Source: an optimization exercise on an open RTL-to-GDS flow (aim: small area). Production flows keep margins and buffers that such runs may drop. Function was not checked in any run shown here: the RTL went through the layout flow alone. Power figures rest on the tool's default switching activity, not on a simulated workload.

==> design/flow/design.v <==
module yay0_dec (
    input  wire        clk,
    input  wire        rst,         
    input  wire        start,       
    input  wire [31:0] base,        
    input  wire [31:0] in_len,      
    input  wire [31:0] out_cap,     
    output wire        busy,
    output wire        done,        
    output wire [3:0]  err,         
    output wire [31:0] size,        
    output reg         in_re,
    output wire [31:0] in_addr,
    input  wire [7:0]  in_rdata,
    output reg         out_we,
    output wire [31:0] out_waddr,
    output wire [7:0]  out_wdata,
    output reg         out_re,
    output wire [31:0] out_raddr,
    input  wire [7:0]  out_rdata
);
    localparam [3:0] E_NONE   = 4'd0,
                     E_MAGIC  = 4'd1,
                     E_BOUNDS = 4'd4,
                     E_TRUNC  = 4'd5,
                     E_BADREF = 4'd8;
    localparam [4:0] S_CHK4  = 5'd0,    
                     S_HR    = 5'd1,    
                     S_HA    = 5'd2,    
                     S_CAP   = 5'd3,    
                     S_PADD  = 5'd4,    
                     S_KADD  = 5'd5,    
                     S_CADD  = 5'd6,    
                     S_CLR   = 5'd7,    
                     S_WCHK  = 5'd8,    
                     S_CF    = 5'd9,    
                     S_CR    = 5'd10,   
                     S_KCHK  = 5'd11,   
                     S_LRD   = 5'd12,   
                     S_LWR   = 5'd13,   
                     S_PCHK  = 5'd14,   
                     S_PHI   = 5'd15,   
                     S_PLO   = 5'd16,   
                     S_XCHK  = 5'd17,   
                     S_XRD   = 5'd18,   
                     S_SRC   = 5'd19,   
                     S_C0    = 5'd20,   
                     S_CW    = 5'd21,   
                     S_D0    = 5'b11000,
                     S_D1    = 5'b11001,
                     S_D4    = 5'b11010,
                     S_D5    = 5'b11011,
                     S_D8    = 5'b11100,
                     S_IDLE  = 5'b11111;
    reg [4:0]  state;
    reg [1:0]  ph;
    wire       ph0  = (ph == 2'd0);
    wire       ph1  = (ph == 2'd1);
    wire       last = (ph == 2'd3);
    reg [31:0] L;       
    reg [31:0] CP;      
    reg [31:0] PP;      
    reg [31:0] KP;      
    reg [31:0] OP;      
    reg [31:0] SZ;      
    reg [31:0] AD;      
    reg        ppov, kpov;    
    reg [7:0]  DATA;          
    reg [3:0]  DH;            
    reg [8:0]  CNT;           
    reg        dz;            
    reg [8:0]  CB;            
    reg [1:0]  WB;            
    reg        c, bw, ac, zacc;
    wire       idle = state[4] & state[3];
    assign busy      = ~idle;
    assign done      = idle & ~(state[2] & state[1] & state[0]);
    assign err       = {state[2], state[1], 1'b0, state[0]};
    assign size      = SZ;
    assign in_addr   = AD;
    assign out_raddr = AD;
    assign out_waddr = OP;
    assign out_wdata = DATA;
    wire [3:0] h = CNT[3:0];
    function automatic is(input [4:0] st);
        is = (state == st);
    endfunction
    wire aCP   = is(S_CHK4) | is(S_HA) | is(S_WCHK) | is(S_CADD) | is(S_CF);
    wire aPP   = is(S_PADD) | is(S_PCHK);
    wire aKP   = is(S_KADD) | is(S_KCHK) | is(S_XCHK);
    wire aOP   = is(S_CAP) | is(S_SRC) | is(S_LWR) | is(S_CW);
    wire bCP   = is(S_PADD) | is(S_KADD);
    wire bnD   = is(S_SRC);
    wire bnSZ  = is(S_CAP);
    wire k16   = is(S_HA) | is(S_CADD);
    wire k4    = is(S_CHK4) | is(S_WCHK);
    wire k2    = is(S_PCHK);
    wire cin0  = is(S_CAP) | is(S_CF) | is(S_KCHK) | is(S_XCHK) | is(S_LWR) | is(S_CW);
    wire wCP   = is(S_CADD) | is(S_CF);
    wire wPP   = is(S_PADD) | is(S_PCHK);
    wire wKP   = is(S_KADD) | is(S_KCHK) | is(S_XCHK);
    wire wOP   = is(S_CLR) | is(S_LWR) | is(S_CW);
    wire adA   = is(S_CHK4) | is(S_CF) | is(S_KCHK) | is(S_XCHK) | is(S_PCHK);
    wire adS   = is(S_SRC);
    wire adInc = is(S_HA) | is(S_PHI) | is(S_C0) | is(S_CW);
    wire [7:0] bK  = {3'd0, k16, 1'b0, k4, k2, 1'b0};
    wire [7:0] nDd = ph0 ? ~DATA : (ph1 ? {4'hF, ~DH} : 8'hFF);
    wire [7:0] da  = ({8{aCP}} & CP[7:0]) | ({8{aPP}} & PP[7:0]) |
                     ({8{aKP}} & KP[7:0]) | ({8{aOP}} & OP[7:0]);
    wire [7:0] db  = (ph0 ? bK : 8'd0) | ({8{bCP}} & CP[7:0]) |
                     ({8{bnD}} & nDd) | ({8{bnSZ}} & ~SZ[7:0]);
    wire       ci  = ph0 ? cin0 : c;
    wire [8:0] sum = {1'b0, da} + {1'b0, db} + {8'd0, ci};
    wire [7:0] s   = sum[7:0];
    wire       cout = sum[8];
    wire       bwi  = ph0 ? 1'b0 : bw;
    wire [8:0] ldif = {1'b0, L[7:0]} - {1'b0, s} - {8'd0, bwi};
    wire       bout = ldif[8];
    wire       trunc = cout | bout | (aPP & ppov) | (aKP & kpov);
    wire [8:0] ainc = {1'b0, AD[7:0]} + {8'd0, ph0 ? 1'b1 : ac};
    wire       ins   = (state == S_HA) && (ph == ~h[1:0]);
    wire       insSZ = ins && (h[3:2] == 2'd1);
    wire       insPP = ins && (h[3:2] == 2'd2);
    wire       insKP = ins && (h[3:2] == 2'd3);
    wire [7:0] op_in = wOP ? s : OP[7:0];
    wire       zd    = (op_in == SZ[7:0]);
    wire       zend  = zacc & zd;           
    reg  [7:0] mexp;
    always @(*) begin
        case (h[1:0])
            2'd0: mexp = 8'h59;
            2'd1: mexp = 8'h61;
            2'd2: mexp = 8'h79;
            default: mexp = 8'h30;
        endcase
    end
    wire       cb_empty = (CB[7:0] == 8'd0);
    wire       cnt_end  = (CNT == 9'h1EE);
    always @(*) begin
        in_re  = 1'b0;
        out_re = 1'b0;
        out_we = 1'b0;
        if (ph0) begin
            case (state)
                S_HR, S_CR, S_LRD, S_PHI, S_PLO, S_XRD: in_re = 1'b1;
                S_C0: out_re = 1'b1;
                S_LWR: out_we = 1'b1;
                S_CW: begin out_re = 1'b1; out_we = 1'b1; end
                default: ;
            endcase
        end
    end
    wire go = start && idle;
    wire next = last && (state == S_CLR || state == S_CR || state == S_LWR ||
                         (state == S_CW && cnt_end));
    always @(posedge clk) begin
        c    <= cout;
        bw   <= bout;
        ac   <= ainc[8];
        zacc <= ph0 ? zd : (zacc & zd);
        L  <= go ? in_len  : {L[7:0], L[31:8]};
        CP <= go ? base    : {(wCP ? s : CP[7:0]), CP[31:8]};
        OP <= go ? out_cap : {op_in, OP[31:8]};
        PP <= {(insPP ? DATA : (wPP ? s : PP[7:0])), PP[31:8]};
        KP <= {(insKP ? DATA : (wKP ? s : KP[7:0])), KP[31:8]};
        SZ <= {(insSZ ? DATA : SZ[7:0]), SZ[31:8]};
        AD <= {(adInc ? ainc[7:0] : adS ? s : adA ? da : AD[7:0]), AD[31:8]};
        if (ph1) begin
            case (state)
                S_HR, S_LRD, S_PLO: DATA <= in_rdata;
                S_C0: DATA <= out_rdata;
                S_CW: if (!dz) DATA <= out_rdata;
                default: ;
            endcase
        end
        if (ph1 && state == S_PHI) begin
            DH  <= in_rdata[3:0];
            CNT <= {5'b11111, in_rdata[7:4]};
        end
        if (ph1 && state == S_XRD)
            CNT <= {1'b0, in_rdata};
        if (ph0 && state == S_CW)
            CNT <= CNT - 9'd1;
        if (ph0 && state == S_SRC)
            dz <= (DATA == 8'd0) && (DH == 4'd0);
        if (ph0 && state == S_HA && h[3:2] == 2'd0 && DATA != mexp)
            dz <= 1'b1;
        if (last && state == S_PADD)  ppov <= cout;
        if (last && state == S_KADD)  kpov <= cout;
        if (go) begin
            dz  <= 1'b0;
            CB  <= 9'd0;
            WB  <= 2'd0;
            CNT <= 9'd0;
        end
        if (ph1 && state == S_CR)
            CB <= {in_rdata, 1'b1};
        if (last && state == S_CF)
            WB <= WB + 2'd1;
        if (last && state == S_HA)
            CNT <= CNT + 9'd1;
        if (next && !cb_empty && !zend)
            CB <= {CB[7:0], 1'b0};
    end
    always @(posedge clk) begin
        if (rst) begin
            state <= S_IDLE;
            ph    <= 2'd0;
        end else if (go) begin
            state <= S_CHK4;
            ph    <= 2'd0;
        end else begin
            ph <= ph + 2'd1;
            if (idle)
                state <= S_IDLE;
            else if (last) begin
                case (state)
                    S_CHK4:  state <= trunc ? S_D5 : S_HR;
                    S_HR:    state <= S_HA;
                    S_HA: begin
                        if (h == 4'd3)
                            state <= dz ? S_D1 : trunc ? S_D5 : S_HR;
                        else if (h == 4'd15)
                            state <= S_CAP;
                        else
                            state <= S_HR;
                    end
                    S_CAP:   state <= cout ? S_PADD : S_D4;
                    S_PADD:  state <= S_KADD;
                    S_KADD:  state <= S_CADD;
                    S_CADD:  state <= S_CLR;
                    S_WCHK:  state <= trunc ? S_D5 : S_CF;
                    S_CF:    state <= S_CR;
                    S_KCHK:  state <= trunc ? S_D5 : S_LRD;
                    S_LRD:   state <= S_LWR;
                    S_PCHK:  state <= trunc ? S_D5 : S_PHI;
                    S_PHI:   state <= S_PLO;
                    S_PLO:   state <= (CNT[3:0] == 4'd0) ? S_XCHK : S_SRC;
                    S_XCHK:  state <= trunc ? S_D5 : S_XRD;
                    S_XRD:   state <= S_SRC;
                    S_SRC:   state <= cout ? S_C0 : S_D8;
                    S_C0:    state <= zend ? S_D4 : S_CW;
                    S_CLR, S_CR, S_LWR, S_CW: begin
                        if (state == S_CW && !cnt_end) begin
                            if (zend) state <= S_D4;
                        end else if (zend)
                            state <= S_D0;
                        else if (cb_empty)
                            state <= (WB == 2'd0) ? S_WCHK : S_CF;
                        else
                            state <= CB[8] ? S_KCHK : S_PCHK;
                    end
                    default: state <= S_IDLE;
                endcase
            end
        end
    end
endmodule
==> design/flow/flow/run.sh <==
#!/bin/bash
# The standard layout, with the port buffers made from the smallest buffer cell.
set -euo pipefail
bash standard.sh "BUFFER_PORTS_ARGS=-buffer_cell sky130_fd_sc_hd__buf_1" finish > standard.log 2>&1
==> design/flow/standard.sh <==
#!/bin/bash
# synth_recipe.tcl (not shown) runs the flow's synth.tcl, then flattens the netlist and writes it again
# the make line also repeats each setting of config.mk as NAME=value (left out here)
make -C /OpenROAD-flow-scripts/flow DESIGN_CONFIG=/design/flow/config.mk WORK_HOME=/design/flow/orfs CLKGATE_MAP_FILE= SYNTH_SCRIPT=/design/flow/synth_recipe.tcl "${@:-finish}"
==> design/flow/config.mk <==
export PLATFORM = sky130hd
export DESIGN_NAME = yay0_dec
export DESIGN_NICKNAME = yay0_dec
export VERILOG_FILES = /design/flow/design.v
export SDC_FILE = /design/flow/constraint.sdc
export NUM_CORES = 4
export LEC_CHECK = 0
export ABC_AREA = 1
export CAP_MARGIN = 20
export CORE_MARGIN = 2
export CORE_UTILIZATION = 40
export SLEW_MARGIN = 20
==> design/flow/constraint.sdc <==
create_clock -name core_clock -period 8.0 [get_ports {clk}]
set_input_delay 1.6000 -clock core_clock [delete_from_list [all_inputs] [get_ports {clk}]]
set_output_delay 1.6000 -clock core_clock [all_outputs]
set_load 0.01 [all_outputs]
==> summary.txt, run 1 <==
Run status:
- The run finished with no timing, DRC or antenna violations.

Drt:
- Summed over all layers, the routed wires come to 35100 µm.
- The detailed-routing iteration count for the pre-antenna-repair pass is 5.
- The number of DRC violations after detailed routing is 0.
- For this block, wires on met1 add up to 15600 µm.
- The highest signal layer in the routed design is met4.
- Summed over all nets, wire length on met2 after detailed routing comes to 16300 µm.
- After detailed routing, the average wire length per cell comes to 17.0 µm.
- The violation count after the first detailed-route iteration is 704.
- After detailed routing, the number of vias per cell comes to 4.90.
- The final route contains 10100 vias.
- The post-detailed-route count of antenna-violating nets is 0.
- In the detailed route, the total length drawn on met3 is 2040 µm.

Worst setup path:
- On the critical path, the stage with the largest delay is an instance of dfxtp_1.
- STA puts the critical path data required time at 8.44 ns.
- The largest incremental delay on the critical path is 0.53 ns.
- The cell type with the highest occurrence count on the critical path is nand2_1.
- The total buffers and inverters traversed by the critical path is 7.
- STA classifies the critical path startpoint as a register.
- The critical path in this run is classified as register to register.
- STA puts the critical path data arrival time at 7.05 ns.
- The highest net fanout along the worst path is 14.
- The endpoint kind of the worst setup timing path is a register.
- The kind of cell with the highest combined delay along the critical path is simple AND/OR/NAND/NOR gates.

Clocking:
- The CTS tree is built.
- Buffers added to address setup during post-CTS repair amount to 0.
- For this design, the sink count on the clock tree is 273.
- The clock insertion delay at the later pin of the skew report is 0.56 ns.
- In this run the number of H-tree levels came out at 1.
- The clock passes through at most 3 buffers.
- Post-CTS repair changed the size of 0 cells.
- The cell sitting at the root of the clock tree is a clkbuf_16.
- The TritonCTS buffer count is 30.
- After clock tree synthesis, the clock-pin slew on the worst setup and hold paths is 0.06 ns.
- The hold buffer count at cts is 0.

Hold path:
- The worst min-delay path class is register to register.

Timing:
- The achievable clock frequency is 0.151 GHz.
- The smallest clock period supported by the final layout is computed as 6.61 ns.
- The clock arrives with 0.0198 ns of skew.
- The hold violation count in the final report came to 0.
- Across all setup checks in the final design, the least slack found is 1.39 ns.
- Setup repair after global routing left no endpoint under its margin.
- The relative slew slack is 33.7%.
- For the final routed database, the setup TNS stands at 0 ns.
- Setup violations remaining at the end of the flow were counted as 0.
- The transition at the pin with the smallest max-transition slack is 0.995 ns.
- In the finished design, the share of the clock period the worst path needs comes to 82.6%.
- The number of max-slew violations in the final report is 0.

Logic synthesis:
- Ranked by total cell area, the synthesized netlist is headed by dfxtp_1 (42%), nand2_1 (14%), edfxtp_1 (8.6%).
- The post-synthesis area per instance is 8.02 µm².
- After technology mapping, the gate count stands at 1437.
- nand2_1 is the most common cell in the netlist.
- For this run, the number of Yosys warnings is 1.
- The dominant synthesized flop cell is dfxtp_1.
- The post-synthesis instance area is 0.0115 mm².
- The synthesized design contains 33 enable-type register cells.
- Of the synthesized area, sequential elements account for 50.3%.
- Counting instances in the post-synthesis netlist gives the leading cell types as nand2_1 (435), dfxtp_1 (240), inv_1 (169).
- The share of the synthesized area in the top cell type is 41.7%.
- The cell accounting for the most synthesized area is dfxtp_1.
- After synthesis, the share of flip-flops with an asynchronous set or reset is 0%.
- Synthesis produced a netlist with a net count of 1587.
- The number of storage elements in the synthesis netlist is 273.
- Counting distinct cell types in the post-synthesis netlist gives 54.

Placement:
- The routability-driven placement congestion ratio is 0.972.
- In this run the cell area measured after placement is 0.0126 mm².
- After legalization and detailed placement, the total HPWL measured 27100 µm.
- The port buffer count is 258.
- The post-placement worst setup slack is 1.55 ns.

Cells and area:
- The number of inserted diodes is 0.
- The end-of-flow core utilization is 47.8%.
- Cells with a size suffix above 1 make up 5.47% of the layout.
- Relative to the synthesized area, the layout overhead comes to 18.3%.
- The design area is 0.0136 mm².
- At the end of the flow, the number of nets in the layout was 1807.
- The number of filler instances in the final layout is 2925.

GRT:
- Entering global routing, the biggest net connects 99 pins.
- For this run, the total global-route usage over all layers was measured as 22.8%.
- The initial antenna violation count is 0.
- For this run the aggregate overflow at the end of global routing stands at 0.
- The wire length of the first global-routing pass is 54000 µm.
- The number of global-route vias before repair was 9642.

Die:
- The starting density of the core is 40.4%.
- The row count is 62.
- The die is 174 µm tall.
- The floorplan die width is 174 µm.
- The full die area is 0.0302 mm².
- Pin placement for this block handled 260 I/O pins.
- The placeable core region is 0.0285 mm².

Power and ir drop:
- The power per cell area is 407 mW/mm².
- Across the VDD grid, the largest voltage drop is 285 µV.
- The overall power of the completed layout is 5.54 mW.
- For this design the static power due to leakage is 6.20 nW.

Flow run:
- The number of max-cap violations is 0.
## report_power, final
group | internal, mW | total [mW] | switching, mW
clock network | 0.850 | 1.41 | 0.556
logic | 0.643 | 1.95 | 1.31
registers | 1.90 | 2.19 | 0.287
## routing by layer
layer / track usage (%) / up-vias
li1: - / 5046
met1: 30.3 / 4634
met2: 38.2 / 352
met3: 3.31 / 79
met4: 7.91 / 0
met5: 0 / -
## state kept, by name (all words and copies together) (netlist names), 2 cells and up, named ones only
register / count
AD: 32
state: 5
KP: 32
SZ: 32
OP: 32
ph: 2
PP: 32
DH: 4
DATA: 8
WB: 2
CB: 9
CNT: 9
L: 32
CP: 32
## kinds of logic (layout without fill, tap and decap cells)
group / count (synthesis) / count (layout) / share of synthesized area [%]
AOI/OAI and AO/OA: 202 / 202 / 10.5
xor gates and xnor gates: 17 / 17 / 1.36
adders and majority gates: 35 / 35 / 3.93
buffers and inverters: 251 / 495 / 9.45
DFF: 273 / 273 / 50.3
muxes: 4 / 4 / 0.348
other: 1 / 1 / 0.0325
and+or+nand+nor: 654 / 654 / 24.1
## cell type report
| type | instances | area, µm² | area share, % |
|---|---|---|---|
| flip-flops and latches | 273 | 5800 | 42.5 |
| multi-input cells | 913 | 4650 | 34.1 |
| repair buffers | 264 | 1010 | 7.43 |
| clock buffers | 42 | 857 | 6.29 |
| inverters | 175 | 659 | 4.84 |
| well taps | 384 | 480 | 3.52 |
| clock inverters | 14 | 175 | 1.28 |
## path summary, 6_finish.rpt
| path | from | to | slack, ns | cells after the start |
|---|---|---|---|---|
| hold / removal | PP[21] | PP[13] | 0.32 | 0 |
| setup reg to reg | state[1] | register | 1.39 | 37 |
| hold reg to reg | PP[21] | PP[13] | 0.32 | 0 |
| setup / recovery | state[1] | register | 1.39 | 37 |
## through the flow
step | hold slack (ns) | instances
finish | 0.319 | 2065
detailed placement | 0.312 | 2009
global route | 0.321 | 2065
global placement | 0.310 | 2009
floorplan | 0.310 | 1437
CTS | 0.320 | 2065
## placed cells by master (no fill, tap or decap), drive strengths merged
| cell type | instances |
|---|---|
| clkbuf | 42 |
| xnor2 | 9 |
| nor4 | 10 |
| o21bai | 1 |
| fa | 2 |
| o32ai | 1 |
| o2111ai | 3 |
| a21oi | 26 |
| a221oi | 4 |
| o22ai | 22 |
| buf | 264 |
| conb | 1 |
| edfxtp | 33 |
| nor3b | 1 |
| a2111oi | 1 |
| o211ai | 15 |
| a21o | 3 |
| mux2i | 4 |
| nor3 | 19 |
| o21a | 2 |
| nand3b | 6 |
| bufinv | 3 |
| and3 | 1 |
| clkinv | 7 |
| nand3 | 54 |
| nor2 | 99 |
| nand4 | 14 |
| xor2 | 8 |
| o31a | 1 |
| dfxtp | 240 |
| o221ai | 5 |
| a31oi | 13 |
| a211oi | 4 |
| nand2 | 443 |
| or2 | 6 |
| and2 | 1 |
| a22oi | 10 |
| ha | 33 |
| inv | 179 |
| o21ai | 91 |
==> run 2, diff against run 1 <==
==> design/flow/run.sh (new file) <==
#!/bin/bash
# synth_recipe.tcl (not shown) runs the flow's synth.tcl, then flattens the netlist and writes it again
# the make line also repeats each setting of config.mk as NAME=value (left out here)
make -C /OpenROAD-flow-scripts/flow DESIGN_CONFIG=/design/flow/config.mk WORK_HOME=/design/flow/orfs CLKGATE_MAP_FILE= SYNTH_SCRIPT=/design/flow/synth_recipe.tcl finish
--- a/design/flow/config.mk
+++ b/design/flow/config.mk
@@ -10,3 +10,4 @@
 export CORE_MARGIN = 2
 export CORE_UTILIZATION = 40
+export CTS_BUF_LIST = sky130_fd_sc_hd__clkbuf_2
 export SLEW_MARGIN = 20
removed: design/flow/flow/run.sh
removed: design/flow/standard.sh
==> summary.txt, run 2 <==
Run status:
- The flow ran to the end and the layout has no timing, DRC or antenna violations.

Drt:
- The post-detailed-route count of antenna-violating nets is 0 (unchanged).
- The post-route met1 wirelength was 16200 µm (+3.6%).
- The violation count after the first detailed-route iteration is 714 (+1.4%).
- The per-cell routed wire length is 17.6 µm (+3.4%).
- The via count of the routed design is 10400 (+2.7%).
- The via-per-instance ratio is 4.88 (-0.43%).
- The detailed-routing iteration count for the pre-antenna-repair pass is 5 (unchanged).
- The number of DRC violations after detailed routing was 0 (unchanged).
- The length of routed met2 wiring is 18000 µm (+10%).
- The routed wire length on met3 came to 2500 µm (+23%).
- The highest metal layer carrying signal wires in the routed design is met4.
- The detailed-route wire length is 37500 µm (+6.7%).

Clocking:
- The post-cts repair resize count is 0 (unchanged).
- The hold buffer count at cts was 0 (unchanged).
- The root buffer cell chosen for the clock tree is clkbuf_2.
- The TritonCTS buffer count is 71 (+140%).
- The count of buffers added by post-CTS timing repair for setup was 0 (unchanged).
- The clock net sink count was 273 (unchanged).
- The CTS clock-pin slew for the worst setup and hold paths is 0.11 ns (+0.05 ns).
- The depth of the CTS H-tree came to 3 (+2).
- The CTS tree is built.
- The clock insertion delay at the later pin of the skew report is 0.86 ns (+0.30 ns).
- The clock tree buffer depth is 3 (unchanged).

Logic synthesis:
- The share of the synthesized area in the top cell type is 41.7% (unchanged).
- The count of flip-flops with a built-in enable after synthesis is 33 (unchanged).
- The post-synthesis instance area is 0.0115 mm² (unchanged).
- The post-synthesis cell count was 1437 (unchanged).
- The number of storage elements in the synthesis netlist is 273 (unchanged).
- The post-synthesis area per instance is 8.02 µm² (unchanged).
- The cell accounting for the most synthesized area is dfxtp_1.
- In the synthesized netlist, the cells that appear most often are nand2_1 (435), dfxtp_1 (240), inv_1 (169).
- The number of warnings issued by yosys was 1 (unchanged).
- The post-synth net total is 1587 (unchanged).
- The number of distinct library cells after synthesis is 54 (unchanged).
- The share of the yosys chip area belonging to registers is 50.3% (unchanged).
- The post-synthesis async set-or-reset flop share is 0% (unchanged).
- The most used flip-flop cell after synthesis is dfxtp_1.
- nand2_1 is the most common cell in the netlist.
- Yosys attributes the largest share of cell area to dfxtp_1 (42%), nand2_1 (14%), edfxtp_1 (8.6%).

Die:
- The starting density of the core was 40.4% (unchanged).
- The placeable core region is 0.0285 mm² (unchanged).
- The full die area is 0.0302 mm² (unchanged).
- The floorplan die width is 174 µm (unchanged).
- The vertical die dimension is 174 µm (unchanged).
- The row count is 62 (unchanged).
- The boundary pin count is 260 (unchanged).

Cells and area:
- The library cells used most frequently in the layout, excluding fill and tap cells, are nand2_1 (434), clkdlybuf4s50_1 (258), dfxtp_1 (240).
- The design area is 0.0149 mm² (+8.9%).
- The area growth from synthesis to layout is 28.9%.
- The number of filler instances in the final layout is 2888 (-1.3%).
- The net count reported at finish is 1849 (+2.3%).
- Leaving out fill and tap cells, the most frequent cell in the layout is nand2_1.
- The end-of-flow core utilization is 52.0% (+4.3 points).
- The fraction of layout instances using a drive strength above 1 came to 8.83% (+3.4 points).

Timing:
- The hold violation count in the final report is 0 (unchanged).
- The transition at the pin with the smallest max-transition slack is 1.01 ns (+0.0174 ns).
- The relative slew slack was 32.5% (-1.2 points).
- The sum of negative setup slack is 0 ns (unchanged).
- The achievable clock frequency came to 0.155 GHz (+2.3%).
- Setup repair after global routing left no endpoint under its margin.
- The number of max-slew violations in the final report is 0 (unchanged).
- The final critical-path required period is 6.46 ns (-0.146 ns).
- The fraction of the cycle the final worst path needs is 80.8% (-1.8 points).
- The worst clock skew on the final layout is 0.0955 ns (+0.0757 ns).
- The number of setup violations in the final report was 0 (unchanged).

Placement:
- The port buffer count is 258 (unchanged).
- The post-placement cell area is 0.0142 mm² (+13%).
- The sum of net half-perimeters after detailed placement came to 29000 µm (+6.9%).
- The routability-driven placement congestion ratio came to 0.983 (+1.2%).

GRT:
- The wire length of the first global-routing pass is 57700 µm (+6.8%).
- The number of global-route vias before repair came to 10300 (+6.8%).
- The pin count of the biggest net entering global routing is 99 (unchanged).
- The initial antenna violation count is 1 (+1).
- The all-layer global routing usage is 24.6% (+1.7 points).
- The leftover overflow at the end of global routing is 0 (unchanged).

Worst setup path:
- The cell that appears most often on the critical path is nand2_1.
- The slowest stage of the critical path belongs to the cell dfxtp_1.
- The critical path data required time is 8.70 ns (+0.26 ns).
- The worst register-to-register path begins at state[1].
- The family of cells with the greatest summed delay on the critical path is simple AND/OR/NAND/NOR gates.
- The largest incremental delay on the critical path is 0.50 ns (-0.03 ns).
- The total buffers and inverters traversed by the critical path was 6 (-1).
- The worst setup path is launched from a register.
- The highest net fanout along the worst path was 14 (unchanged).
- In this run the worst setup path begins at state[1].
- The worst setup path is captured at a register.
- The data arrival time of the worst path came to 7.17 ns (+0.12 ns).
- The kind of critical path is register to register.

Power and ir drop:
- The part of the power in combinational logic is 42.2% (+7.0 points).
- The net switching share of the total power is 40.4% (+1.7 points).
- The leakage power summed over all cells is 6.84 nW (+10%).
- The total internal power is 3.23 mW (-4.9%).
- The maximum vdd ir drop was 213 µV (-25%).
- The sequential cell fraction of total power came to 40.4% (+0.9 points).
- The overall power of the completed layout is 5.41 mW (-2.3%).
- The clock share of power is 17.4% (-8.0 points).
- The net switching power figure is 2.19 mW (+1.8%).
- The power per cell area is 365 mW/mm² (-10%).

Hold path:
- In this run the worst hold path is classified as register to register.
- The startpoint of the lowest-slack hold path is KP[16].

Flow run:
- The number of max-cap violations is 0 (unchanged).
[run 2: layout make-up]
cell class / instances / area, µm² / share of cell area (%)
Antenna cell: 1 / 2.50 / 0.0169
Clock inverter: 19 / 125 / 0.843
Multi-Input combinational cell: 913 / 4650 / 31.3
Tap cell: 384 / 480 / 3.24
Clock buffer: 100 / 500 / 3.37
Inverter: 175 / 659 / 4.44
Timing Repair Buffer: 265 / 2640 / 17.7
Sequential cell: 273 / 5800 / 39.0
[run 2: layer usage]
layer | track usage (%) | vias up
li1 | - | 5169
met1 | 30.8 | 4758
met4 | 7.56 | 0
met3 | 5.57 | 62
met5 | 0 | -
met2 | 42.2 | 395
[run 2: metrics by stage]
step / cells / worst slack, ns / hold WS, ns
after floorplan: 1437 / 3.02 / 0.310
after global placement: 2010 / 1.60 / 0.310
after detailed placement: 2010 / 1.66 / 0.312
after CTS: 2129 / 1.57 / 0.297
after global routing: 2130 / 0.867 / 0.300
final: 2130 / 1.54 / 0.306
[run 2: path summary, 6_finish.rpt]
path	endpoint	slack, ns	cells past startpoint
setup / recovery	register	1.54	35
hold / removal	KP[8]	0.31	0
setup reg to reg	register	1.54	35
hold reg to reg	KP[8]	0.31	0
[run 2: cell families after synthesis]
group,synth area share [%]
xor gates and xnor gates,1.36
buffers and inverters,9.45
muxes,0.348
and+or+nand+nor,24.1
DFF,50.3
adders and majority gates,3.93
AOI/OAI and AO/OA,10.5
other,0.0325
[run 2: power groups by stage]
stage	Clock [mW]	Combinational, mW	Sequential, mW
4_1_cts	0.977	2.30	2.19
3_5_place_dp	0	2.28	2.22
6_report	0.942	2.28	2.19
5_1_grt	1.06	2.53	2.25
2_1_floorplan	0	1.36	2.17
3_3_place_gp	0	2.30	2.21
==> run 3, diff against run 2 <==
==> design/flow/flow/run.sh (new file) <==
#!/bin/bash
# The standard layout, with the port buffers made from the smallest buffer cell
# and a clock tree without dummy loads.
set -euo pipefail
bash standard.sh "BUFFER_PORTS_ARGS=-buffer_cell sky130_fd_sc_hd__buf_1" \
  "CTS_ARGS=-sink_clustering_enable -repair_clock_nets -dont_use_dummy_load -sink_clustering_size 16 -sink_clustering_max_diameter 60 -buf_list sky130_fd_sc_hd__clkbuf_8" \
  finish > standard.log 2>&1
==> design/flow/standard.sh (new file) <==
#!/bin/bash
# synth_recipe.tcl (not shown) runs the flow's synth.tcl, then flattens the netlist and writes it again
# the make line also repeats each setting of config.mk as NAME=value (left out here)
make -C /OpenROAD-flow-scripts/flow DESIGN_CONFIG=/design/flow/config.mk WORK_HOME=/design/flow/orfs CLKGATE_MAP_FILE= SYNTH_SCRIPT=/design/flow/synth_recipe.tcl "${@:-finish}"
--- a/design/flow/config.mk
+++ b/design/flow/config.mk
@@ -10,4 +10,3 @@
 export CORE_MARGIN = 2
 export CORE_UTILIZATION = 40
-export CTS_BUF_LIST = sky130_fd_sc_hd__clkbuf_2
 export SLEW_MARGIN = 20
removed: design/flow/run.sh
==> summary.txt, run 3 <==
Run status:
- The run finished with no timing, DRC or antenna violations.

Hold path:
- The worst min-delay path class is register to register.
- The worst hold path cell count came to 0 (unchanged).

Drt:
- The via count of the routed design was 10000 (-3.6%).
- The violation count after the first detailed-route iteration came to 760 (+6.4%).
- The via-per-instance ratio is 4.92 (+0.96%).
- The detailed-route wire length came to 35000 µm (-6.7%).
- The number of DRC violations after detailed routing came to 0 (unchanged).
- The post-detailed-route count of antenna-violating nets was 0 (unchanged).
- The per-cell routed wire length is 17.2 µm (-2.3%).
- The detailed-routing iteration count for the pre-antenna-repair pass came to 5 (unchanged).

Timing:
- The achievable clock frequency came to 0.152 GHz (-1.8%).
- The fraction of the cycle the final worst path needs came to 82.3% (+1.5 points).
- The number of max-slew violations in the final report is 0 (unchanged).
- The sum of negative setup slack came to 0 ns (unchanged).
- The worst clock skew on the final layout is 0.0580 ns (-0.0375 ns).
- The transition at the pin with the smallest max-transition slack is 1.01 ns (-0.00651 ns).
- The final critical-path required period is 6.58 ns (+0.116 ns).
- The hold violation count in the final report is 0 (unchanged).
- The number of setup violations in the final report was 0 (unchanged).
- Setup repair after global routing left no endpoint under its margin.
- The relative slew slack is 33.0% (+0.43 points).
- The final-layout worst hold slack is 0.276 ns (-0.0300 ns).

Die:
- The starting density of the core is 40.4% (unchanged).
- The full die area was 0.0302 mm² (unchanged).
- The boundary pin count is 260 (unchanged).
- The vertical die dimension is 174 µm (unchanged).
- The row count is 62 (unchanged).
- The floorplan die width was 174 µm (unchanged).
- The placeable core region was 0.0285 mm² (unchanged).

GRT:
- The initial antenna violation count is 0 (-1).
- The all-layer global routing usage is 22.7% (-1.9 points).
- The leftover overflow at the end of global routing was 0 (unchanged).
- The wire length of the first global-routing pass came to 53500 µm (-7.3%).
- The number of global-route vias before repair came to 9493 (-7.8%).
- The pin count of the biggest net entering global routing is 99 (unchanged).

Worst setup path:
- The critical path data required time came to 8.43 ns (-0.27 ns).
- The worst setup path is captured at a register.
- On the critical path, the stage with the largest delay is an instance of dfxtp_1.
- In this design, the critical path's most frequently occurring cell is nand2_1.
- The worst setup path is launched from a register.
- The data arrival time of the worst path was 7.01 ns (-0.16 ns).
- The kind of critical path is register to register.
- The number of cells traversed by the worst register-to-register path is 37 (+5.7%).
- The largest incremental delay on the critical path is 0.52 ns (+0.02 ns).
- The highest net fanout along the worst path is 14 (unchanged).

Placement:
- The port buffer count is 258 (unchanged).
- The routability-driven placement congestion ratio is 0.972 (-1.1%).
- The sum of net half-perimeters after detailed placement is 27100 µm (-6.5%).
- The post-placement cell area was 0.0126 mm² (-11%).

Clocking:
- The clock net sink count is 273 (unchanged).
- The depth of the CTS H-tree came to 1 (-2).
- The clock tree buffer depth is 3 (unchanged).
- The count of buffers added by post-CTS timing repair for setup is 0 (unchanged).
- The TritonCTS buffer count came to 25 (-65%).
- In this run the clock root is driven by a clkbuf_8.
- The post-cts repair resize count is 0 (unchanged).
- The CTS clock-pin slew for the worst setup and hold paths was 0.09 ns (-0.02 ns).
- The CTS tree is built.
- The clock insertion delay at the later pin of the skew report came to 0.56 ns (-0.30 ns).
- The hold buffer count at cts is 0 (unchanged).

Cells and area:
- The net count reported at finish is 1802 (-2.5%).
- The area growth from synthesis to layout is 12.3%.
- The fraction of layout instances using a drive strength above 1 came to 4.12% (-4.7 points).
- In the layout the commonest cells are nand2_1 (434), buf_1 (258), dfxtp_1 (240).
- The end-of-flow core utilization is 45.3% (-6.7 points).
- The library cell used most frequently in the layout, excluding fill and tap cells, is nand2_1.
- The design area came to 0.0129 mm² (-13%).
- The number of inserted diodes is 0 (-1).

Logic synthesis:
- The post-synthesis async set-or-reset flop share is 0% (unchanged).
- The cell accounting for the most synthesized area is dfxtp_1.
- The most used standard cell by instance count after synthesis is nand2_1.
- The dominant synthesized flop cell is dfxtp_1.
- The post-synthesis instance area came to 0.0115 mm² (unchanged).
- The commonest cells after synthesis are nand2_1 (435), dfxtp_1 (240), inv_1 (169).
- The number of distinct library cells after synthesis is 54 (unchanged).
- By area the synthesized netlist is led by dfxtp_1 (42%), nand2_1 (14%), edfxtp_1 (8.6%).
- The count of flip-flops with a built-in enable after synthesis is 33 (unchanged).
- The share of the synthesized area in the top cell type is 41.7% (unchanged).
- The post-synthesis cell count is 1437 (unchanged).
- The post-synthesis area per instance is 8.02 µm² (unchanged).
- The post-synth net total came to 1587 (unchanged).
- The number of storage elements in the synthesis netlist is 273 (unchanged).
- The number of warnings issued by yosys is 1 (unchanged).
- The share of the yosys chip area belonging to registers is 50.3% (unchanged).

Power and ir drop:
- The overall power of the completed layout is 4.83 mW (-11%).
- The maximum vdd ir drop was 286 µV (+34%).
- The leakage power summed over all cells is 5.87 nW (-14%).
- The power per cell area is 373 mW/mm² (+2.4%).

Flow run:
- The number of max-cap violations is 0 (unchanged).
[run 3: cell counts after synthesis]
Identical to the previous run, type by type.
[run 3: cell families after synthesis]
kind of cell               after synthesis  share of synthesized area [%]
AOI/OAI and AO/OA                      202                           10.5
xor gates and xnor gates                17                           1.36
adders and majority gates               35                           3.93
buffers and inverters                  251                           9.45
DFF                                    273                           50.3
muxes                                    4                          0.348
other                                    1                         0.0325
and+or+nand+nor                        654                           24.1
[run 3: routing by layer]
metal | part of all wire [%] | global-route usage (%) | vias up | wire length [µm]
met1 | 46 | 30.3 | 4622 | 15900
met3 | 4.8 | 3.20 | 68 | 1690
met4 | 3.5 | 7.60 | 0 | 1230
met2 | 46 | 37.6 | 325 | 16100
met5 | 0 | 0 | - | 0
li1 | - | - | 4996 | -
[run 3: path summary, 6_finish.rpt]
| check | start | end | slack [ns] |
|---|---|---|---|
| hold / removal | PP[21] | PP[13] | 0.28 |
| setup reg to reg | state[1] | register | 1.42 |
| setup / recovery | state[1] | register | 1.42 |
| hold reg to reg | PP[21] | PP[13] | 0.28 |
[run 3: layout make-up]
type	instances	area (µm²)
tap	384	480
fill	2991	15600
multi-input combinational	913	4650
timing repair buffer	264	1010
sequential	273	5800
inverter	175	659
clock buffer	25	344
[run 3: power breakdown]
group / internal, mW / switching (mW) / total (mW)
sequential: 1.90 / 0.287 / 2.18
clock: 0.278 / 0.424 / 0.702
combinational: 0.643 / 1.30 / 1.95
[run 3: critical path, delay by kind of cell (launching register included)]
kind / cells / cell delay [ns]
AOI/OAI and AO/OA: 4 / 0.80
adders and majority gates: 5 / 1.78
buffers and inverters: 7 / 0.94
DFF: 1 / 0.52
and+or+nand+nor: 21 / 2.43
[run 3: stage by stage]
stage                     instances  worst slack, ns
after global routing           2034            0.993
after detailed placement       2009             1.55
final                          2034             1.42
after global placement         2009             1.54
after floorplan                1437             3.02
after CTS                      2034             1.51
==> run 4, diff against run 3 <==
==> design/flow/flow/run.sh (replaced) <==
#!/bin/bash
# The standard layout, with the port buffers made from the smallest buffer cell
# and a clock tree without dummy loads.
set -euo pipefail
bash standard.sh "BUFFER_PORTS_ARGS=-buffer_cell sky130_fd_sc_hd__buf_1" \
  "CTS_ARGS=-sink_clustering_enable -repair_clock_nets -dont_use_dummy_load -sink_clustering_size 12 -sink_clustering_max_diameter 50 -buf_list sky130_fd_sc_hd__clkbuf_4 sky130_fd_sc_hd__clkbuf_8" \
  finish > standard.log 2>&1
--- a/design/flow/config.mk
+++ b/design/flow/config.mk
@@ -9,4 +9,4 @@
 export CAP_MARGIN = 20
 export CORE_MARGIN = 2
-export CORE_UTILIZATION = 40
+export CORE_UTILIZATION = 60
 export SLEW_MARGIN = 20
==> summary.txt, run 4 <==
Logic synthesis:
- The share of the yosys chip area belonging to registers is 50.3% (unchanged).
- The post-synthesis instance area is 0.0115 mm² (unchanged).
- The number of storage elements in the synthesis netlist came to 273 (unchanged).
- Ranked by total cell area, the synthesized netlist is headed by dfxtp_1 (42%), nand2_1 (14%), edfxtp_1 (8.6%).
- After synthesis, the largest family of logic cells by area is simple AND/OR/NAND/NOR gates.
- The adder-cell share of the synthesized area is 3.93% (unchanged).
- The post-synth net total came to 1587 (unchanged).
- The multiplexer share of the synthesized area was 0.347% (unchanged).
- The post-synthesis cell count is 1437 (unchanged).
- The post-synthesis area per instance came to 8.02 µm² (unchanged).
- The synthesized design spends more area on one cell type than any other, namely dfxtp_1.
- The count of flip-flops with a built-in enable after synthesis is 33 (unchanged).
- The basic-gate share of the synthesized area counting and, or, nand and nor cells was 24.1% (unchanged).
- After synthesis, the most frequently instantiated cells are nand2_1 (435), dfxtp_1 (240), inv_1 (169).
- The share of the synthesized area in the top cell type is 41.7% (unchanged).
- The post-synthesis async set-or-reset flop share was 0% (unchanged).
- The dominant synthesized flop cell is dfxtp_1.
- The post-synthesis xor/xnor area fraction is 1.36% (unchanged).
- The number of distinct library cells after synthesis came to 54 (unchanged).
- Yosys instantiated no cell more often than nand2_1.
- The number of warnings issued by yosys came to 1 (unchanged).
- The compound-cell area share of the yosys netlist is 10.5% (unchanged).

Placement:
- The port buffer count is 258 (unchanged).
- The sum of net half-perimeters after detailed placement came to 25000 µm (-7.9%).
- The post-placement worst setup slack is 1.65 ns (+0.104 ns).
- The routability-driven placement congestion ratio is 0.995 (+2.4%).
- The post-placement cell area is 0.0124 mm² (-1.5%).
- The number of placed instances with taps included is 1858 (-7.5%).

Run status:
- The first error in the log reads "[ERROR STA-0564] clock_tree_synthesis positional arguments not supported".
- The run stopped with a tool error.
- The stage where the run came to a stop is 4_1_cts.

Die:
- The floorplan die width is 143 µm (-18%).
- The starting density of the core was 61.4% (+21 points).
- The boundary pin count is 260 (unchanged).
- The row count is 50 (-19%).
- The vertical die dimension is 143 µm (-18%).
[run 4: cell families after synthesis]
kind of cell	Yosys count
AOI/OAI and AO/OA	202
other	1
DFF	273
buffers and inverters	251
adders and majority gates	35
xor gates and xnor gates	17
muxes	4
and+or+nand+nor	654
[run 4: power by group through the flow]
stage	Sequential [mW]	Clock, mW	Combinational (mW)
after floorplan	2.17	0	1.36
after global placement	2.18	0	1.91
after detailed placement	2.20	0	1.91
[run 4: how the worst min path moves through the flow]
| stage | from | to | slack [ns] | depth (start not counted) |
|---|---|---|---|---|
| after floorplan | KP[8] | KP[0] | 0.31 | 0 |
| after global placement | KP[29] | KP[21] | 0.31 | 0 |
| after detailed placement | KP[24] | KP[16] | 0.31 | 0 |
==> run 5, diff against run 4 <==
==> design/flow/flow/run.sh (replaced) <==
#!/bin/bash
# The standard layout, with the port buffers made from the smallest buffer cell
# and a clock tree without dummy loads.
set -euo pipefail
bash standard.sh "BUFFER_PORTS_ARGS=-buffer_cell sky130_fd_sc_hd__buf_1" \
  "CTS_ARGS=-sink_clustering_enable -repair_clock_nets -dont_use_dummy_load -sink_clustering_size 12 -sink_clustering_max_diameter 50 -buf_list {sky130_fd_sc_hd__clkbuf_4 sky130_fd_sc_hd__clkbuf_8}" \
  finish > standard.log 2>&1
==> summary.txt, run 5 <==
Worst setup path:
- In this run the worst path has a maximum fanout of 14.
- The endpoint kind of the worst setup timing path is a register.
- Among the stages of the critical path, the cell type that occurs most often is nand2_1.
- STA puts the critical path data arrival time at 7.00 ns.
- The kind of launch point of the worst setup path is a register.
- The family of cells with the greatest summed delay on the critical path is simple AND/OR/NAND/NOR gates.
- The total buffers and inverters traversed by the critical path is 5.
- The worst register-to-register path has a setup slack of 1.45 ns.
- The start of the worst register-to-register path is state[1].
- On the critical path, the stage with the largest delay is an instance of dfxtp_1.
- The kind of critical path is register to register.
- The startpoint of the most critical setup path is state[1].
- The critical path data required time is 8.45 ns.
- On the worst path, the slowest cell contributes a delay of 0.53 ns.

GRT:
- The leftover overflow at the end of global routing is 0.
- The pin count of the biggest net entering global routing is 98.
- The first global-routing pass estimated 48800 µm of wire.
- The number of global-route vias before repair came to 9319.
- The all-layer global routing usage is 30.9%.
- The initial antenna violation count is 0.

Clocking:
- The post-cts repair resize count is 0.
- After clock tree synthesis, the clock-pin slew on the worst setup and hold paths is 0.07 ns.
- The number of hold buffers added after CTS was 0.
- In this run the number of H-tree levels came out at 1.
- The CTS tree is built.
- The count of buffers added by post-CTS timing repair for setup is 0.
- At the later pin of the worst-skew pair, clock insertion delay measures 0.58 ns.
- The clock tree root buffer cell is clkbuf_8.
- The clock tree buffer depth is 3.
- The TritonCTS buffer count is 30.
- The clock net sink count is 273.

Cells and area:
- The layout overhead on the synthesized area is 11.3%.
- The net count reported at finish is 1806.
- The number of inserted diodes is 0.
- The fraction of layout instances using a drive strength above 1 is 4.41%.
- The commonest non-fill, non-tap cell in the layout is nand2_1.
- In the layout the commonest cells are nand2_1 (434), buf_1 (258), dfxtp_1 (240).
- The number of filler instances in the final layout is 1644.

Drt:
- The routed layout has 10200 vias.
- After detailed routing, the average wire length per cell comes to 17.0 µm.
- The detailed-route wire length is 32000 µm.
- The via-per-instance ratio is 5.40.
- After detailed routing, the number of remaining DRC violations is 0.
- In this run the remaining antenna-violating nets after routing total 0.
- After the first detailed-routing iteration, the DRC count stood at 866.
- The detailed-routing iteration count for the pre-antenna-repair pass is 6.

Placement:
- The sum of net half-perimeters after detailed placement is 25000 µm (unchanged).
- The routability-driven placement congestion ratio came to 0.995 (unchanged).
- The port buffer count came to 258 (unchanged).

Logic synthesis:
- The post-synth net total is 1587 (unchanged).
- The share of the synthesized area in the top cell type is 41.7% (unchanged).
- The count of flip-flops with a built-in enable after synthesis is 33 (unchanged).
- The number of warnings issued by yosys is 1 (unchanged).
- The post-synthesis area per instance is 8.02 µm² (unchanged).
- The post-synthesis instance area was 0.0115 mm² (unchanged).
- Ranked by total cell area, the synthesized netlist is headed by dfxtp_1 (42%), nand2_1 (14%), edfxtp_1 (8.6%).
- The most used standard cell by instance count after synthesis is nand2_1.
- The number of distinct library cells after synthesis is 54 (unchanged).
- The number of storage elements in the synthesis netlist is 273 (unchanged).
- Sorting the synthesized cells by how often they occur yields nand2_1 (435), dfxtp_1 (240), inv_1 (169).
- The share of the yosys chip area belonging to registers is 50.3% (unchanged).
- The dominant synthesized flop cell is dfxtp_1.
- The post-synthesis async set-or-reset flop share came to 0% (unchanged).
- The cell accounting for the most synthesized area is dfxtp_1.
- The post-synthesis cell count came to 1437 (unchanged).

Timing:
- The hold violation count in the final report is 0.
- In the final timing run, aggregate negative setup slack is 0 ns.
- The final-layout worst hold slack is 0.296 ns.
- After layout, the minimum clock period comes to 6.55 ns.
- Headroom to the max-slew limit came out at 36.9%.
- The fraction of the cycle the final worst path needs is 81.9%.
- Setup repair after global routing left no endpoint under its margin.
- Derived from the worst setup path, the maximum achievable clock frequency is 0.153 GHz.
- The number of max-slew violations in the final report is 0.
- Setup violations remaining at the end of the flow were counted as 0.
- For the pin with the worst max-slew slack, the measured transition is 0.946 ns.
- Clock skew on the completed layout was measured at 0.0521 ns.

Die:
- The placeable core region is 0.0188 mm².
- The vertical die dimension came to 143 µm (unchanged).
- The floorplan die width is 143 µm (unchanged).
- The starting density of the core is 61.4% (unchanged).
- The row count is 50 (unchanged).
- The boundary pin count is 260 (unchanged).
- The die covers 0.0203 mm².

Hold path:
- In this run the worst hold path is classified as register to register.
- The startpoint of the lowest-slack hold path is KP[16].

Power and ir drop:
- The power per cell area is 379 mW/mm².
- The leakage power summed over all cells is 5.90 nW.
- After layout, the design draws a total of 4.86 mW.
- The maximum vdd ir drop is 286 µV.

Flow run:
- The number of max-cap violations is 0.

Run status:
- The run finished with no timing, DRC or antenna violations.
## run 5: cell type report
cell class / count / area, µm² / area share (%)
timing repair buffer: 263 / 1010 / 7.84
sequential: 273 / 5800 / 45.2
tap: 234 / 293 / 2.28
multi-input combinational: 913 / 4660 / 36.3
clock buffer: 30 / 413 / 3.22
inverter: 175 / 659 / 5.14
## run 5: kinds of logic after synthesis
group                    after synthesis  share of synthesized area (%)
AND/OR/NAND/NOR                      654                           24.1
buffers and inverters                251                           9.45
adder cells (fa/ha/maj)               35                           3.93
flip-flops                           273                           50.3
XOR/XNOR                              17                           1.36
multiplexers                           4                          0.348
AO/OA/AOI/OAI                        202                           10.5
other                                  1                         0.0325
## run 5: per-stage QoR
stage | utilization (%) | setup WS [ns] | instance area [µm²] | instances
2_1_floorplan | - | 3.02 | 11500 | 1437
3_3_place_gp | 66.1 | 1.74 | 12400 | 1858
3_5_place_dp | 66.1 | 1.65 | 12400 | 1858
4_1_cts | 68.3 | 1.61 | 12800 | 1888
5_1_grt | 68.3 | 1.05 | 12800 | 1888
6_report | 68.3 | 1.45 | 12800 | 1888
## run 5: metal layers
layer / wire, µm / GRT usage [%] / up-vias
met5: 0 / 0 / -
met4: 1240 / 11.1 / 0
met3: 2160 / 4.07 / 99
met2: 15200 / 53.2 / 461
met1: 13400 / 40.0 / 4616
li1: - / - / 5016
## run 5: worst paths after layout
check	endpoint	depth (start not counted)
worst max-delay path	register	32
worst max register to register	register	32
worst min-delay path	KP[8]	0
worst min register to register	KP[8]	0
## run 5: where the power goes
group / switching [mW] / internal [mW] / total (mW) / leakage [nW]
clock network: 0.425 / 0.331 / 0.756 / 0.216
registers: 0.277 / 1.90 / 2.18 / 2.30
logic: 1.29 / 0.642 / 1.93 / 3.38
total: 1.99 / 2.87 / 4.86 / 5.90
## run 5: worst reg2reg max path: cells and delay by family, from the launching register on
family	cells	cell delay, ns
AO/OA/AOI/OAI	6	1.13
XOR/XNOR	1	0.37
adder cells (fa/ha/maj)	5	1.72
buffers and inverters	5	0.82
flip-flops	1	0.53
AND/OR/NAND/NOR	15	1.89
==> run 6, diff against run 5 <==
==> design/flow/flow/run.sh (replaced) <==
#!/bin/bash
# The standard layout with three changes:
#  - synthesis maps the logic with an area-only ABC script (flow/synth.tcl);
#  - the port buffers are made from the smallest buffer cell;
#  - the clock tree uses larger clusters and no dummy loads.
# Each make run's full output is in its own log in this folder.
set -euo pipefail
export AREA_ABC_SCRIPT=$PWD/flow/abc_area.script
bash standard.sh "SYNTH_SCRIPT=$PWD/flow/synth.tcl" synth > synth.log 2>&1
bash standard.sh "BUFFER_PORTS_ARGS=-buffer_cell sky130_fd_sc_hd__buf_1" \
  "CTS_ARGS=-sink_clustering_enable -repair_clock_nets -dont_use_dummy_load -sink_clustering_size 16 -sink_clustering_max_diameter 60 -buf_list sky130_fd_sc_hd__clkbuf_8" \
  finish > layout.log 2>&1
==> design/flow/flow/abc_area.script (new file) <==
strash
dch -f
amap
topo
==> design/flow/flow/synth.tcl (new file) <==
# synth_recipe.tcl (the standard synthesis) with one change: ABC maps the logic
# with the area-only script in abc_area.script beside this file. The flip-flops
# are mapped before ABC runs, so the registers are the standard synthesis's.
proc synth {args} { yosys synth -nofsm -noshare {*}$args }
proc abc {args} {
  set i [lsearch -exact $args -script]
  if { $i >= 0 } { lset args [expr { $i + 1 }] $::env(AREA_ABC_SCRIPT) }
  yosys abc {*}$args
}
source $::env(SCRIPTS_DIR)/synth.tcl
# left out here: clear keep_hierarchy, flatten, clean up, hide names made inside functions, write 1_2_yosys.v
--- a/design/flow/config.mk
+++ b/design/flow/config.mk
@@ -9,4 +9,4 @@
 export CAP_MARGIN = 20
 export CORE_MARGIN = 2
-export CORE_UTILIZATION = 60
+export CORE_UTILIZATION = 40
 export SLEW_MARGIN = 20
==> summary.txt, run 6 <==
Logic synthesis:
- The compound-cell area share of the yosys netlist is 22.9% (+12 points).
- The post-synthesis xor/xnor area fraction is 0.167% (-1.2 points).
- The basic-gate share of the synthesized area counting and, or, nand and nor cells was 9.89% (-14 points).
- By area, the combinational part of the netlist is dominated by compound AO/OA/AOI/OAI gates.
- The post-synthesis instance area is 0.0105 mm² (-8.8%).
- The number of storage elements in the synthesis netlist came to 273 (unchanged).
- The post-synthesis async set-or-reset flop share is 0% (unchanged).
- The most used standard cell by instance count after synthesis is dfxtp_1.
- For this run, the leading register cell type out of synthesis is dfxtp_1.
- Of all cell types, the one taking the most synthesized area is dfxtp_1.
- The share of the synthesized area in the top cell type is 45.7% (+4.0 points).
- The number of distinct library cells after synthesis is 48 (-11%).
- The count of flip-flops with a built-in enable after synthesis is 33 (unchanged).
- The number of warnings issued by yosys came to 1 (unchanged).
- The post-synth net total is 1208 (-24%).
- The post-synthesis cell count is 1058 (-26%).
- The multiplexer share of the synthesized area is 0% (-0.35 points).
- The share of the yosys chip area belonging to registers is 55.2% (+4.9 points).
- The post-synthesis area per instance is 9.93 µm² (+24%).
- Sorting the synthesized cells by how often they occur yields dfxtp_1 (240), clkinv_1 (138), nor2_1 (133).
- In the post-synthesis netlist, the biggest area contributors are dfxtp_1 (46%), edfxtp_1 (9.4%), o22a_1 (8.0%).
- The adder-cell share of the synthesized area is 4.31% (+0.38 points).

Cells and area:
- The fraction of layout instances using a drive strength above 1 is 4.80% (+0.39 points).
- The number of filler instances in the final layout came to 2540 (+55%).
- The number of inserted diodes is 0 (unchanged).
- The library cells used most frequently in the layout, excluding fill and tap cells, are buf_1 (258), dfxtp_1 (240), clkinv_1 (137).
- The net count reported at finish is 1485 (-18%).
- The library cell used most frequently in the layout, excluding fill and tap cells, is buf_1.
- The layout overhead on the synthesized area is 16.4%.

Run status:
- The run finished with no timing, DRC or antenna violations.

Clocking:
- The CTS clock-pin slew for the worst setup and hold paths is 0.09 ns (+0.02 ns).
- TritonCTS built the clock tree.
- The clock net sink count is 273 (unchanged).
- Clock tree synthesis selected as its root buffer the cell clkbuf_8.
- The hold buffer count at cts is 0 (unchanged).
- The depth of the CTS H-tree is 1 (unchanged).
- The TritonCTS buffer count is 25 (-17%).
- The clock insertion delay at the later pin of the skew report came to 0.58 ns (about the same).
- The clock tree buffer depth is 3 (unchanged).

Drt:
- The post-detailed-route count of antenna-violating nets was 0 (unchanged).
- The via-per-instance ratio is 5.46 (+1.1%).
- The number of DRC violations after detailed routing was 0 (unchanged).
- The detailed-route wire length was 33700 µm (+5.2%).
- The per-cell routed wire length is 20.2 µm (+19%).
- The via count of the routed design came to 9107 (-11%).
- The detailed-routing iteration count for the pre-antenna-repair pass is 5 (-1).
- The violation count after the first detailed-route iteration was 810 (-6.5%).

Placement:
- The sum of net half-perimeters after detailed placement is 26300 µm (+5.3%).
- The post-placement worst setup slack is 0.564 ns (-1.09 ns).
- The routability-driven placement congestion ratio is 0.950 (-4.5%).
- The port buffer count was 258 (unchanged).

Power and ir drop:
- The overall power of the completed layout came to 4.83 mW (-0.70%).
- The maximum vdd ir drop is 239 µV (-16%).
- The leakage power summed over all cells is 4.45 nW (-25%).
- The power per cell area is 395 mW/mm² (+4.2%).

Worst setup path:
- The worst setup path is launched from a register.
- The highest net fanout along the worst path is 8 (-6).
- The cell type of the slowest stage on the worst timing path is fa_1.
- The data arrival time of the worst path is 7.80 ns (+0.80 ns).
- The worst setup path is of the register to register kind.
- The total buffers and inverters traversed by the critical path is 7 (+2).
- The number of cells traversed by the worst register-to-register path is 39 (+22%).
- The largest incremental delay on the critical path is 0.45 ns (-0.08 ns).
- The worst setup path is captured at a register.
- The kind of cell with the highest combined delay along the critical path is simple AND/OR/NAND/NOR gates.
- The critical path data required time is 8.42 ns (-0.03 ns).
- The cell count along the critical path is 39 (+22%).

Die:
- The boundary pin count was 260 (unchanged).
- The row count is 59 (+18%).
- The starting density of the core came to 40.5% (-21 points).
- The vertical die dimension was 166 µm (+16%).
- The full die area was 0.0276 mm² (+36%).
- The floorplan die width came to 166 µm (+16%).
- The placeable core region was 0.0259 mm² (+38%).

Timing:
- The sum of negative setup slack is 0 ns (unchanged).
- Setup repair after global routing left no endpoint under its margin.
- The hold violation count in the final report was 0 (unchanged).
- The worst clock skew on the final layout came to 0.0965 ns (+0.0444 ns).
- The achievable clock frequency came to 0.136 GHz (-11%).
- The number of setup violations in the final report came to 0 (unchanged).
- The fraction of the cycle the final worst path needs was 92.2% (+10 points).
- The final critical-path required period is 7.38 ns (+0.827 ns).
- The transition at the pin with the smallest max-transition slack was 0.878 ns (-0.0682 ns).
- The setup slack after layout was 0.620 ns (-0.827 ns).
- The number of max-slew violations in the final report is 0 (unchanged).
- The relative slew slack is 41.3% (+4.3 points).

GRT:
- The all-layer global routing usage is 23.5% (-7.4 points).
- The initial antenna violation count is 0 (unchanged).
- The wire length of the first global-routing pass is 50900 µm (+4.3%).
- The number of global-route vias before repair is 8958 (-3.9%).
- The leftover overflow at the end of global routing came to 0 (unchanged).
- The pin count of the biggest net entering global routing is 109 (+11%).

Hold path:
- The worst hold path cell count was 0 (unchanged).
- The min-delay analysis places its worst path in the category register to register.

Flow run:
- The number of max-cap violations is 0 (unchanged).
-- run 6: cell count changes after synthesis, moves of 10 or more --
| cell | before | now |
|---|---|---|
| nor2_1 | 90 | 133 |
| a221oi_1 | 4 | 14 |
| clkinv_1 | 0 | 138 |
| nor3_1 | 19 | 30 |
| nand3_1 | 52 | 9 |
| a21oi_1 | 25 | 48 |
| o22ai_1 | 22 | 60 |
| o22a_1 | 0 | 96 |
| o32ai_1 | 1 | 11 |
| inv_1 | 169 | 0 |
| nand2_1 | 435 | 39 |
| clkbuf_1 | 36 | 0 |
| o21ai_0 | 89 | 35 |
-- run 6: final cells by class --
| class | instances | area (µm²) | area share (%) |
|---|---|---|---|
| multi-input cells | 609 | 3950 | 32.3 |
| clock buffers | 25 | 344 | 2.81 |
| repair buffers | 288 | 1200 | 9.79 |
| well taps | 335 | 419 | 3.43 |
| inverters | 138 | 518 | 4.24 |
| flip-flops and latches | 273 | 5800 | 47.4 |
-- run 6: cells by family (layout without fill, tap and decap cells) --
family                     Yosys count  in the layout
DFF                                273            273
AOI/OAI and AO/OA                  330            330
other                                1              1
buffers and inverters              176            451
adders and majority gates           35             35
xor gates and xnor gates             2              2
and+or+nand+nor                    241            241
-- run 6: metrics by stage --
| step | std cells | hold slack, ns | utilization [%] | cell area, µm² |
|---|---|---|---|---|
| 2_1_floorplan | 1058 | 0.310 | - | 10500 |
| 3_3_place_gp | 1643 | 0.310 | 45.7 | 11800 |
| 3_5_place_dp | 1643 | 0.312 | 45.7 | 11800 |
| 4_1_cts | 1668 | 0.270 | 47.1 | 12200 |
| 5_1_grt | 1668 | 0.289 | 47.2 | 12200 |
| 6_report | 1668 | 0.277 | 47.2 | 12200 |
-- run 6: worst paths after layout --
kind | startpoint | endpoint | slack [ns]
max reg2reg | state[2] | register | 0.62
max | state[2] | register | 0.62
min | PP[24] | PP[16] | 0.28
min reg2reg | PP[24] | PP[16] | 0.28
-- run 6: timing repair --
action                                  in CTS  in global routing
endpoints found under the setup margin       0                  2
gates resized for setup                      0                  9
setup buffers                                0                  0
-- run 6: metal layers --
metal / part of all wire (%) / GRT usage [%]
met2: 49 / 41.3
met1: 41 / 29.4
met3: 5.7 / 3.65
met5: 0 / 0
met4: 3.6 / 8.43
-- run 6: where the power goes --
part	internal [mW]	switching, mW	leakage, nW
Combinational	0.738	1.19	1.97
Sequential	1.92	0.289	2.30
Clock	0.278	0.419	0.180
Total	2.93	1.89	4.45

separate check: timing with driven ports:
Ports are ideal in the flow. The routed layouts listed here were re-timed in OpenROAD.
Step 1, drivers: a clkbuf_16 drives clk and a buf_2 each remaining input, both assumed.
Step 2 also shifts input and output timing later by t, the mid clock arrival at the registers, as if the neighbouring blocks saw the same clock.
Three values: no drivers, after step 1, after step 2; two values: the first two.
run	t, ns	setup WS [ns]	worst register clock-pin slew, ns	worst slew at a driven data input, ns
run 1	0.596	1.389 / 1.389 / 1.389	0.06 / 0.06	0.06
run 2	0.861	1.536 / 1.536 / 1.536	0.11 / 0.11	0.06
run 3	0.574	1.419 / 1.419 / 1.419	0.10 / 0.10	0.06
run 5	0.593	1.447 / 1.447 / 1.447	0.08 / 0.08	0.05
run 6	0.576	0.620 / 0.620 / 0.620	0.10 / 0.10	0.07
After both steps every run listed still meets setup and hold.
